Source: an optimization exercise on an open RTL-to-GDS flow (aim: small area). Production flows keep margins and buffers that such runs may drop.
At most, simulation tests tie the RTL to the original design; equivalence was not proved.
Power figures rest on the tool's default switching activity, not on a simulated workload.

==> flow/design.v (excerpt) <==
module gamepad_sampler (
    input  wire        clk,
    input  wire        rst_n,
    input  wire        bus_clock,
    input  wire        bus_data,
    input  wire        bus_latch,
    input  wire        go_in,
    input  wire        reset_in,
    input  wire        tick,
    input  wire        cmd_valid,
    input  wire [7:0]  cmd,
    input  wire        flash_done,
    input  wire        flash_ok,
    output wire        rsp_valid,
    output wire [31:0] rsp_data,
    output wire [1:0]  rsp_err,
    output wire        sampler_en,
    output wire        flash_en,
    output wire [1:0]  pin_sel,
    output wire        flash_start,
    output wire [7:0]  led,
    output wire        view_valid,
    output wire [31:0] view_frame,
    output wire        alive,
    output wire        silence_warn,
    output wire        attempt_fail,
    output wire        session_done,
    output wire [1:0]  session_result
);
Size: about 690 cells after synthesis, roughly 110 I/O pins.
export LEC_CHECK = 0
export ABC_AREA = 1
export CAP_MARGIN = 20
export CORE_MARGIN = 2
export CORE_UTILIZATION = 55
export SLEW_MARGIN = 20
create_clock -name core_clock -period 10.0 [get_ports {clk}]
standard.sh (not shown) runs the stock make flow with config.mk's settings and CLKGATE_MAP_FILE= SYNTH_SCRIPT=/design/flow/synth_recipe.tcl, a recipe that flattens the netlist after the stock synthesis.
==> flow/flow/run.sh <==
#!/bin/bash
# Layout flow: the standard layout (standard.sh: ORFS synthesis with
# the standard flow's synthesis script, floorplan, power grid, tap cells, placement, CTS,
# routing), with these changes:
# - synthesis maps the logic with an area-oriented ABC script
#   (flow/abc_area.script, used in place of ORFS's scripts/abc_area.script
#   through a copy of ORFS's scripts folder); the flip-flops and the passes
#   before ABC are unchanged, so the registers keep their names and cells;
# - the port buffers that global placement inserts on every input and output
#   are sky130_fd_sc_hd__buf_1;
# - clock tree synthesis uses small clock buffers and inserts no dummy loads.
set -euo pipefail
rm -rf scripts_area
cp -r "$FLOW_HOME/scripts" scripts_area
cp flow/abc_area.script scripts_area/abc_area.script
export SCRIPTS_DIR="$PWD/scripts_area"
export BUFFER_PORTS_ARGS="-buffer_cell sky130_fd_sc_hd__buf_1"
export CTS_ARGS="-sink_clustering_enable -repair_clock_nets -dont_use_dummy_load -buf_list {sky130_fd_sc_hd__clkbuf_8}"
bash standard.sh > standard.log 2>&1
==> flow/flow/abc_area.script <==
strash
&get -n
&fraig -x
&put
dc2
strash
&get -n
&dch -f
&nf -R 1000 -p
&put
Rerun with:
--- a/flow/design.v
+++ b/flow/design.v
@@ -45,36 +45,38 @@
                        ((op_in != 4'hC) && (cmd[5:4] != 2'b00));
     wire [4:0] code_in = !cmd_valid      ? 5'h00 :
                          reserved_in     ? 5'h0E :
                          (op_in == 4'hC) ? {3'b100, cmd[5:4]} :
                          (op_in == 4'h0) ? 5'h0C :
                                            {1'b0, op_in};
     reg        rn_q;
     reg [4:0]  code_q;
     reg        tick_q, fd_q, fo_q;
     reg [3:0]  bclk, blat, bgo, brst;    
     reg [2:0]  bdat;
+    reg [1:0]  arm_q;
     reg [31:0] acc_q, cur_q, last_q, vf_q;
     reg        en_q, pend_q, go_q, rl_q;
     reg [2:0]  fsm_q;
     reg [1:0]  res_q, att_q;
     reg        skip_q, req_q;
     reg [9:0]  bl_q;
     reg        ph_q;
     reg [11:0] wd_q;
     wire r = rn_q;
-    wire clk_rise   =  bclk[2] & ~bclk[3];
-    wire latch_rise =  blat[2] & ~blat[3];
+    wire armed      = (arm_q == 2'd3);
+    wire clk_rise   = armed &  bclk[2] & ~bclk[3];
+    wire latch_rise = armed &  blat[2] & ~blat[3];
     wire data_bit   = bdat[2];
-    wire go_rise    =  bgo[2]  & ~bgo[3];
-    wire rst_fall   = ~brst[2] &  brst[3];
+    wire go_rise    = armed &  bgo[2]  & ~bgo[3];
+    wire rst_fall   = armed & ~brst[2] &  brst[3];
     wire st_idle  = (fsm_q == S_IDLE);
     wire st_ag    = (fsm_q == S_AWAIT_GO);
     wire st_bf    = (fsm_q == S_BURN_FLASH);
     wire st_bd    = (fsm_q == S_BURN_DELAY);
     wire st_agt   = (fsm_q == S_AWAIT_GO_TEST);
     wire st_t     = (fsm_q == S_TESTING);
     wire st_done  = (fsm_q == S_DONE);
     wire st_await = st_ag | st_agt;
     wire active_q = st_await | st_bf | st_bd | st_t;
     wire changed_q = (cur_q != last_q);
     wire        c_valid  = (code_q != 5'h00);
@@ -155,47 +157,49 @@
     wire sh       = en_q & clk_rise;
     wire a_keep   = r & ~enabling & ~capture;
     wire a_sh     = a_keep & sh;
     wire a_hold   = a_keep & ~sh;
     wire c_sh     = r & capture & clk_rise;
     wire c_ns     = r & capture & ~clk_rise;
     wire c_hold   = r & ~capture;
     wire l_ld     = r & capture;
     wire v_ld     = r & vv_x;
     wire v_hold   = r & ~vv_x;
     wire [31:0] acc_up = {acc_q[30:0], data_bit};
+    wire [1:0]  arm_n  = r ? (armed ? 2'd3 : arm_q + 2'd1) : 2'd0;
     wire [31:0] acc_n  = ({32{a_sh}} & acc_up) | ({32{a_hold}} & acc_q);
     wire        en_n   = r & en_x;
     wire [31:0] cur_n  = ({32{c_sh}} & acc_up) | ({32{c_ns}} & acc_q) |
                          ({32{c_hold}} & cur_q);
     wire [31:0] last_n = ({32{l_ld}} & cur_q) | ({32{c_hold}} & last_q);
     wire        pend_n = r & (capture | (~pend_clr & pend_q));
     wire        go_n   = r & (go_rise | (~go_clr & go_q));
     wire        rl_n   = r & (rst_fall | (~rst_clr & rl_q));
     wire [2:0]  fsm_n  = r ? fsm_x : S_IDLE;
     wire [1:0]  res_n  = r ? res_x : 2'd0;
     wire [1:0]  att_n  = r ? att_x : 2'd0;
     wire        skip_n = r & skip_x;
     wire        req_n  = r & req_x;
     wire [31:0] vf_n   = ({32{v_ld}} & cur_q) | ({32{v_hold}} & vf_q);
     always @(posedge clk) begin
         rn_q   <= rst_n;
         code_q <= code_in;
         tick_q <= tick;
         fd_q   <= flash_done;
         fo_q   <= flash_ok;
-        bclk   <= {bclk[2:0] | {3{~r}}, bus_clock};
-        blat   <= {blat[2:0] | {3{~r}}, bus_latch};
-        bgo    <= {bgo[2:0]  | {3{~r}}, go_in};
-        brst   <= {brst[2:0] & {3{r}},  reset_in};
+        bclk   <= {bclk[2:0], bus_clock};
+        blat   <= {blat[2:0], bus_latch};
+        bgo    <= {bgo[2:0],  go_in};
+        brst   <= {brst[2:0], reset_in};
         bdat   <= {bdat[1:0], bus_data};
+        arm_q  <= arm_n;
         acc_q  <= acc_n;
         en_q   <= en_n;
         cur_q  <= cur_n;
         last_q <= last_n;
         pend_q <= pend_n;
         go_q   <= go_n;
         rl_q   <= rl_n;
         fsm_q  <= fsm_n;
         res_q  <= res_n;
         att_q  <= att_n;
         skip_q <= skip_n;
Total power increases by 0.87%.
Sequential share of layout area went up by 0.39 points.
Clock-buffer cell count is unchanged.
Flip-flop and latch count climbs by 2.
Die area stays flat.
Via count is lower by 0.41%.
Register-to-register slack gets better by 0.34 ns.
Clock power is about the same.
Area after synthesis stays flat.
Core utilization shrinks by 1.4 points.
Routed wire length drops by 2.0%.
Final area is about the same.
Fmax grows by 0.54%.
No functional check of the RTL was part of the second run of this note.

[afterwards: timing with drivers on the ports]
The flow's constraints put no driver on any port. The routed layouts listed below were extracted and timed again, unchanged, in two steps. Step 1 assumes that a clkbuf_16 drives the clock port and a buf_2 every other input. Step 2 also shifts input and output timing later by t, the mid clock arrival at the registers, as if the neighbouring blocks saw the same clock. Slacks: ideal / step 1 / step 2; pairs: ideal / step 1.
| run | shift t [ns] | setup slack, ns | hold WS [ns] | worst setup path after step 2 | clock arrival spread, ns |
|---|---|---|---|---|---|
| the first run | 0.481 | 4.091 / 4.056 / 4.537 | 0.327 / 0.327 / 0.327 | register to output | 0.030 / 0.031 |
| the second run | 0.486 | 4.123 / 4.084 / 4.570 | 0.316 / 0.316 / 0.316 | register to output | 0.024 / 0.024 |
After both steps setup and hold are still met in every run listed.
